Context: an optimization exercise on an open-source flow, tuned for small area. The choices shown serve that exercise and are no tape-out recipe.
The RTL was checked by simulation tests, not by an equivalence proof against the original design.
Power is estimated from default activity; no workload was simulated.

Design e1_steer, start of the top module:
module e1_steer (
    input  wire        clk,
    input  wire        rst,               
    input  wire [31:0] nominal_interval,  
    input  wire        in_valid,
    output wire        in_ready,
    input  wire [31:0] in_ts,             
    input  wire [31:0] in_tick,           
    output wire        dac_valid,
    input  wire        dac_ready,
    output wire [11:0] dac_data,
    output wire        done,
    output wire [3:0]  result,
    output wire [2:0]  st_state,
    output wire [1:0]  st_flags,
    output wire [31:0] dac_center,
    output wire [31:0] pps_loss,
    output wire [31:0] cal_fail
);
For scale: roughly 900 cells after synthesis, roughly 220 I/O pins, ~0.011 mm2 of cells after synthesis.
export LEC_CHECK = 0
export CAP_MARGIN = 20
export CORE_MARGIN = 2
export CORE_UTILIZATION = 40
export CTS_BUF_LIST = sky130_fd_sc_hd__clkbuf_16
export CTS_CLUSTER_DIAMETER = 100
export CTS_CLUSTER_SIZE = 30
export SLEW_MARGIN = 20
create_clock -name core_clock -period 30.0 [get_ports {clk}]
standard.sh (not shown) runs the stock make flow with config.mk's settings and CLKGATE_MAP_FILE= SYNTH_SCRIPT=/design/flow/synth_recipe.tcl, a recipe that flattens the netlist after the stock synthesis.
==> flow/flow/run.sh <==
#!/bin/bash
# The standard layout (standard.sh: standard synthesis, then ORFS to
# finish), with one change: the port buffers that global placement inserts
# on every input and output use sky130_fd_sc_hd__buf_1.
# Each step's full output goes to its own log file in the work folder.
set -euo pipefail
export BUFFER_PORTS_ARGS="-buffer_cell sky130_fd_sc_hd__buf_1"
bash standard.sh synth > synth.log 2>&1
bash standard.sh finish > layout.log 2>&1
Edit:
==> flow/flow/run.sh (replaced) <==
#!/bin/bash
# The standard layout (standard.sh: standard synthesis, then ORFS to
# finish), with two changes: the port buffers that global placement inserts
# on every input and output use sky130_fd_sc_hd__buf_1, and clock tree
# synthesis uses clkbuf_8 clusters without dummy loads.
# Each step's full output goes to its own log file in the work folder.
set -euo pipefail
export BUFFER_PORTS_ARGS="-buffer_cell sky130_fd_sc_hd__buf_1"
export CTS_ARGS="-sink_clustering_enable -repair_clock_nets -buf_list sky130_fd_sc_hd__clkbuf_8 -sink_clustering_size 16 -sink_clustering_max_diameter 60 -dont_use_dummy_load"
bash standard.sh synth > synth.log 2>&1
bash standard.sh finish > layout.log 2>&1
Settings changed: CTS_BUF_LIST sky130_fd_sc_hd__clkbuf_16 to default, CTS_CLUSTER_DIAMETER 100 to default, CTS_CLUSTER_SIZE 30 to default.
Outcome:
- power went down by 3.5%
- sequential share of layout area went up by 0.31 points
- via count went up by 1.2%
- final area went down by 0.61%
- count of clock-buffer cells in the layout went up by 9
- global-route usage went up by 0.15 points
- fmax stays flat
- area after synthesis is unchanged
- wire length went up by 0.51%
- hold slack gains 11 ps
- first-iteration DRC count went down by 4.0%


== the reference run ==
e1_steer again, from the RTL that the note above started with.
clock: 30.0 ns
lec_check: 0
cap_margin: 20
core_margin: 2
core_utilization: 40
cts_buf_list: sky130_fd_sc_hd__clkbuf_8
cts_cluster_diameter: 60
cts_cluster_size: 16
slew_margin: 20
==> flow/flow/run.sh <==
#!/bin/bash
# The standard layout (standard.sh: standard synthesis, then ORFS to
# finish), with one change: the port buffers that global placement inserts
# on every input and output use sky130_fd_sc_hd__buf_1.
# Each step's full output goes to its own log file in the work folder.
set -euo pipefail
export BUFFER_PORTS_ARGS="-buffer_cell sky130_fd_sc_hd__buf_1"
bash standard.sh synth > synth.log 2>&1
bash standard.sh finish > layout.log 2>&1
Looking at the reports, the reference run completed the entire flow and the layout it produced met the timing, DRC and antenna checks.
Input-level comparison between the trial run and the reference run:
# the reference run
export LEC_CHECK = 0
export CAP_MARGIN = 20
export CORE_MARGIN = 2
export CORE_UTILIZATION = 40
export CTS_BUF_LIST = sky130_fd_sc_hd__clkbuf_8
export CTS_CLUSTER_DIAMETER = 60
export CTS_CLUSTER_SIZE = 16
export SLEW_MARGIN = 20
create_clock -name core_clock -period 30.0 [get_ports {clk}]
# the trial run
export LEC_CHECK = 0
export CAP_MARGIN = 20
export CORE_MARGIN = 2
export CORE_UTILIZATION = 70
export PLACE_DENSITY = 0.85
export SLEW_MARGIN = 20
create_clock -name core_clock -period 30.0 [get_ports {clk}]
diff --git a/flow/flow/run.sh b/flow/flow/run.sh
--- a/flow/flow/run.sh
+++ b/flow/flow/run.sh
@@ -3,2 +3,3 @@
-# finish), with one change: the port buffers that global placement inserts
-# on every input and output use sky130_fd_sc_hd__buf_1.
+# finish), with two changes: the port buffers that global placement inserts
+# on every input and output use sky130_fd_sc_hd__buf_1, and clock tree
+# synthesis uses clkbuf_8 clusters without dummy loads.
@@ -7,0 +9 @@
+export CTS_ARGS="-sink_clustering_enable -repair_clock_nets -buf_list sky130_fd_sc_hd__clkbuf_8 -sink_clustering_size 16 -sink_clustering_max_diameter 60 -dont_use_dummy_load"
--- outcome ---
Delta(clock network power share, the trial run - the reference run) < 0. Diff the reference run -> the trial run: number of cells on the worst hold path roughly the same, tightest hold margin lower, routed wire length lower, setup slack of the worst register-to-register path higher, power lower. Share of cell area taken by multi-input logic gates was higher in the run labelled the trial run. Across the trial run and the reference run, the outcome is the same: a clean finish for every run. Taking the reference run as the reference, in the trial run height of the die went down 24%; number of nets in the final layout held. Summary — post-layout utilization of the core, the trial run relative to the reference run: higher, by 33 points.

## re-timing with driven ports
Ports are ideal in the flow. The routed layouts listed here were re-timed in OpenROAD. Step 1: set_driving_cell puts a clkbuf_16 on clk and a buf_2 on each other input, an assumption about the parent block. Step 2, shift: input delay + t, output delay - t, t = (earliest + latest rising clock arrival at the registers) / 2. This alone moves slack from input paths to output paths. Slacks: ideal / step 1 / step 2; pairs: ideal / step 1.
run	shift t [ns]	slack for setup (ns)	clock arrival spread, ns	worst register clock-pin slew, ns	worst data-port slew with drivers (ns)
the first run of note 1	0.522	17.408 / 17.389 / 17.389	0.040 / 0.040	0.11 / 0.11	0.04
the second run of note 1	0.569	17.409 / 17.390 / 17.390	0.037 / 0.036	0.10 / 0.10	0.04
the reference run	0.585	17.407 / 17.388 / 17.388	0.022 / 0.022	0.11 / 0.11	0.04
the trial run	0.549	17.402 / 17.381 / 17.381	0.031 / 0.031	0.10 / 0.10	0.06
After both steps every run listed still meets setup and hold. For the trial run, which loses most, drivers alone change the setup slack by -0.021 ns; drivers and shift together by -0.021 ns.
